Context: an optimization exercise on an open-source flow, tuned for small area, a short achievable clock period and few clock cycles per item. The choices shown serve that exercise and are no tape-out recipe.
In this exercise RTL edits were held to simulation tests only and were not proved equivalent to the original.
Power figures rest on the tool's default switching activity, not on a simulated workload.

// bcta
module bcta (
    input  wire        clk,
    input  wire        rst,         
    input  wire        cmd_valid,
    output wire        cmd_ready,
    input  wire [63:0] cmd,
    output wire        rsp_valid,
    input  wire        rsp_ready,
    output wire [39:0] rsp
);
Size in the first run: ~700 flip-flops, about 34000 um^2 of cells after synthesis.
clock: 10.0 ns
lec_check: 0
cap_margin: 20
core_margin: 2
core_utilization: 50
cts_buf_list: sky130_fd_sc_hd__clkbuf_8
cts_cluster_diameter: 45
cts_cluster_size: 16
slew_margin: 20
synth_hierarchical: 1
standard.sh (not shown) runs the stock make flow with config.mk's settings and CLKGATE_MAP_FILE= SYNTH_SCRIPT=/design/flow/synth_recipe.tcl, a recipe that flattens the netlist after the stock synthesis.
==> flow/flow/run.sh <==
#!/bin/bash
set -euo pipefail
bash standard.sh SETUP_SLACK_MARGIN=5.9 'BUFFER_PORTS_ARGS=-buffer_cell sky130_fd_sc_hd__buf_2' finish > standard.log 2>&1
The baseline ran to the end with no violations.
Testbench counts at the start, summed over its fixed seeds: cycles 15,421, items 15,405.
Next try:
==> flow/flow/run.sh (replaced) <==
#!/bin/bash
set -euo pipefail
bash standard.sh SETUP_SLACK_MARGIN=6.0 'BUFFER_PORTS_ARGS=-buffer_cell sky130_fd_sc_hd__buf_2' finish > standard.log 2>&1
- CORE_UTILIZATION: 50 -> 65
What happened: Synthesized cell count is unchanged. Total power went down by a few percent. Sequential share of layout area went down by 0.72 points. Synthesized area does not change. Global-route usage went up by 7.7 points.

---

bcta, a different RTL version from the one above (not shown whole).
For scale: roughly 2,600 cells after synthesis, roughly 110 I/O pins.
Design bcta, start of the top module:
module bcta (
    input  wire        clk,
    input  wire        rst,
    input  wire        cmd_valid,
    output wire        cmd_ready,
    input  wire [63:0] cmd,
    output wire        rsp_valid,
    input  wire        rsp_ready,
    output wire [39:0] rsp
);
==> flow/config.mk <==
export PLATFORM = sky130hd
export DESIGN_NAME = bcta
export DESIGN_NICKNAME = bcta
export VERILOG_FILES = /design/flow/design.v
export SDC_FILE = /design/flow/constraint.sdc
export NUM_CORES = 4
export LEC_CHECK = 0
export CAP_MARGIN = 20
export CORE_MARGIN = 2
export CORE_UTILIZATION = 65
export CTS_BUF_LIST = sky130_fd_sc_hd__clkbuf_8
export CTS_CLUSTER_DIAMETER = 45
export CTS_CLUSTER_SIZE = 16
export SLEW_MARGIN = 20
export SYNTH_HIERARCHICAL = 1
==> flow/constraint.sdc <==
create_clock -name core_clock -period 10.0 [get_ports {clk}]
set_input_delay 2.0000 -clock core_clock [delete_from_list [all_inputs] [get_ports {clk}]]
set_output_delay 2.0000 -clock core_clock [all_outputs]
set_load 0.01 [all_outputs]
==> flow/flow/run.sh <==
#!/bin/bash
set -euo pipefail
bash standard.sh SETUP_SLACK_MARGIN=6.1 'BUFFER_PORTS_ARGS=-buffer_cell sky130_fd_sc_hd__buf_2' finish > standard.log 2>&1
The starting point completed without violations.
Testbench counts at the start, summed over its fixed seeds: cycles 15,421, items 15,405.
Rerun with:
==> flow/flow/run.sh (replaced) <==
#!/bin/bash
set -euo pipefail
bash standard.sh SETUP_SLACK_MARGIN=6.0 'BUFFER_PORTS_ARGS=-buffer_cell sky130_fd_sc_hd__buf_2' finish > standard.log 2>&1
Effect: Cell area is lower by 2.3%; clock power is lower by about 3%; count of clock-buffer cells in the layout is lower by 4; wire length is lower by 0.52%; non-clock buffer count is lower by 30.
Rerun with:
Settings changed: CORE_UTILIZATION 65 to 50.
The changed run finished clean.
Setup slack improved by 24 ps.
Die area increases by about 30%.
Cell area increases by 1.6%.
Via count decreases by 1.2%.
Area after synthesis is unchanged.
Utilization decreases by 17 points.
Routed wire length increases by about 2.3%.
Clock power increases by 12%.
Sequential power barely changes.
Rerun with:
Settings changed: CORE_UTILIZATION 50 to 75.
The new run produced a clean layout.
Sequential power barely changes.
Clock skew went up by 7.7 ps.
Total power went down by 4.0%.
Via count went up by 6.2%.
Worst hold slack gets better by 14 ps.

---

== oak ==
bcta, a different RTL version from the one above (not shown whole).
Size: roughly 2700 cells after synthesis, about 710 flip-flops, ~110 I/O pins.
Design bcta, start of the top module:
module bcta (
    input  wire        clk,
    input  wire        rst,         
    input  wire        cmd_valid,
    output wire        cmd_ready,
    input  wire [63:0] cmd,
    output wire        rsp_valid,
    input  wire        rsp_ready,
    output wire [39:0] rsp
);
    wire [10:0] cls;
    wire        t_i, bad_i, ill_i;
    wire [5:0]  n_i;
    wire [31:0] pay_i;
    bcta_dec u_dec(.cmd(cmd), .cls(cls), .t(t_i), .bad(bad_i), .ill(ill_i), .n(n_i), .pay(pay_i));
    reg        v0;
    reg        r_rd, r_wr, r_sk, r_pos, r_len, r_clr, r_enc, r_dec, r_lcl, r_lad, r_lgt;
    reg        r_t, r_bad, r_ill;
    reg [5:0]  r_n;
    reg [31:0] r_pay;
    reg [5:0]  r_a;          
    reg        clr_pend;     
    reg [255:0] bank_e, bank_o;
    reg [6:0]   len;
    reg [9:0]   cursor;
    reg [9:0]   room;        
    reg [6:0]   acc;
    reg [7:0]   oh_e, oh_o;  
    reg [7:0]   r_fa;        
    reg [3:0]   r_fb;        
    reg         nonempty, full, rp, wp;
    reg [34:0]  slot_a, slot_b;
    wire exec = v0 & ~full;
    wire pop  = nonempty & rsp_ready;
    assign cmd_ready = ~v0 | ~full;
    assign rsp_valid = nonempty;
    assign rsp       = {5'd0, rp ? slot_b : slot_a};
  ...
Settings: LEC_CHECK=0, CAP_MARGIN=20, CORE_MARGIN=2, CORE_UTILIZATION=50, CTS_BUF_LIST=sky130_fd_sc_hd__clkbuf_4, SLEW_MARGIN=20, SYNTH_HIERARCHICAL=1; clock period 10.0 ns.
==> flow/flow/run.sh <==
#!/bin/bash
set -euo pipefail
bash standard.sh SETUP_SLACK_MARGIN=5.6 finish > standard.log 2>&1
Testbench counts of oak, summed over its fixed seeds: cycles 15,421, items 15,405.
diff inputs: oak => pine
==> flow/flow/run.sh <==
#!/bin/bash
set -euo pipefail
bash standard.sh SETUP_SLACK_MARGIN=6.0 finish > standard.log 2>&1
==> comparison <==
- pine | stages: all done | timing, DRC, antenna: all pass
- Power per standard cell area: pine and oak compared, higher one is oak
- pine ended up with a higher first-pass GRT wire length than oak did.
- Worst setup slack was lower in the run labelled oak.
- A launching element of the worst setup path of rp$_SDFFE_PP0P_ is what pine shows, while oh_o[0]$_SDFF_PP1_ belongs to oak.
- Summary of pine over oak: data required time of the worst path -2.76 ns, average wire per cell in the routed design rose 2.9%, routed wire length went up about 4%.

---

== rev 12 ==
Another version of the RTL of bcta (not shown whole).
Size in the first run: ~2600 cells after synthesis, ~700 flip-flops, ~110 I/O pins, roughly 34000 um2 of cells after synthesis.
export LEC_CHECK = 0
export CAP_MARGIN = 20
export CORE_MARGIN = 2
export CORE_UTILIZATION = 50
export CTS_BUF_LIST = sky130_fd_sc_hd__clkbuf_8
export CTS_CLUSTER_DIAMETER = 45
export CTS_CLUSTER_SIZE = 16
export SETUP_SLACK_MARGIN = 5
export SLEW_MARGIN = 20
export SYNTH_HIERARCHICAL = 1
create_clock -name core_clock -period 10.0 [get_ports {clk}]
run.sh (not shown) runs the stock make flow with config.mk's settings and CLKGATE_MAP_FILE= SYNTH_SCRIPT=/design/flow/synth_recipe.tcl, a recipe that flattens the netlist after the stock synthesis.
Stock flow here: none of the scripts above is used.
Testbench counts of rev 12, summed over its fixed seeds: cycles 15,421, items 15,405.
Here is what was changed in the inputs of rev 13 compared with rev 12.
# rev 12
export LEC_CHECK = 0
export CAP_MARGIN = 20
export CORE_MARGIN = 2
export CORE_UTILIZATION = 50
export CTS_BUF_LIST = sky130_fd_sc_hd__clkbuf_8
export CTS_CLUSTER_DIAMETER = 45
export CTS_CLUSTER_SIZE = 16
export SETUP_SLACK_MARGIN = 5
export SLEW_MARGIN = 20
export SYNTH_HIERARCHICAL = 1
create_clock -name core_clock -period 10.0 [get_ports {clk}]
# rev 13
export LEC_CHECK = 0
export ABC_CLOCK_PERIOD_IN_PS = 4000
export CAP_MARGIN = 20
export CORE_MARGIN = 2
export CORE_UTILIZATION = 50
export CTS_BUF_LIST = sky130_fd_sc_hd__clkbuf_8
export SETUP_SLACK_MARGIN = 5
export SLEW_MARGIN = 20
export SYNTH_HIERARCHICAL = 1
create_clock -name core_clock -period 10.0 [get_ports {clk}]
## What came out
Taking rev 12 as the reference, in rev 13 wire length grew by 770 um; setup slack of the most critical reg-to-reg path held steady; via count grew by about 1%; insertion delay to the later sink of the worst-skew pair grew by 0.04 ns. In summary, rev 13 completed successfully, with a layout that passed the timing, DRC and antenna checks.

-- static timing again, ports no longer ideal --
No port has a modelled driver above. Below, the same layouts with a new extraction and two added sets of constraints. Step 1: set_driving_cell puts a clkbuf_16 on clk and a buf_2 on each other input, an assumption about the parent block. Step 2 times the ports against the registers' clock, not the clock port: input delays grow and output delays shrink by t, the midpoint of the rising clock arrivals with the driver on. a / b / c = ideal ports / drivers / drivers and shift; a / b = the first two.
| run | shift t [ns] | setup slack, ns | clock arrival spread, ns |
|---|---|---|---|
| the first run of note 1 | 0.758 | 5.796 / 5.796 / 5.509 | 0.052 / 0.051 |
| the second run of note 1 | 0.751 | 5.858 / 5.858 / 5.448 | 0.056 / 0.056 |
| the first run of note 2 | 0.743 | 5.919 / 5.919 / 5.336 | 0.030 / 0.030 |
| the second run of note 2 | 0.738 | 5.838 / 5.838 / 5.438 | 0.047 / 0.046 |
| the third run of note 2 | 0.778 | 5.861 / 5.861 / 5.328 | 0.047 / 0.047 |
| the fourth run of note 2 | 0.785 | 5.515 / 5.515 / 5.365 | 0.055 / 0.055 |
| oak | 1.089 | 5.636 / 5.611 / 5.065 | 0.070 / 0.069 |
| pine | 1.089 | 5.861 / 5.793 / 5.078 | 0.067 / 0.066 |
| rev 12 | 0.733 | 5.074 / 5.074 / 5.074 | 0.054 / 0.054 |
| rev 13 | 0.784 | 5.071 / 5.071 / 5.071 | 0.037 / 0.037 |
After both steps every run listed still meets setup and hold. The setup slack of pine, which loses most, moves by -0.068 ns with the drivers and by -0.783 ns with both steps.
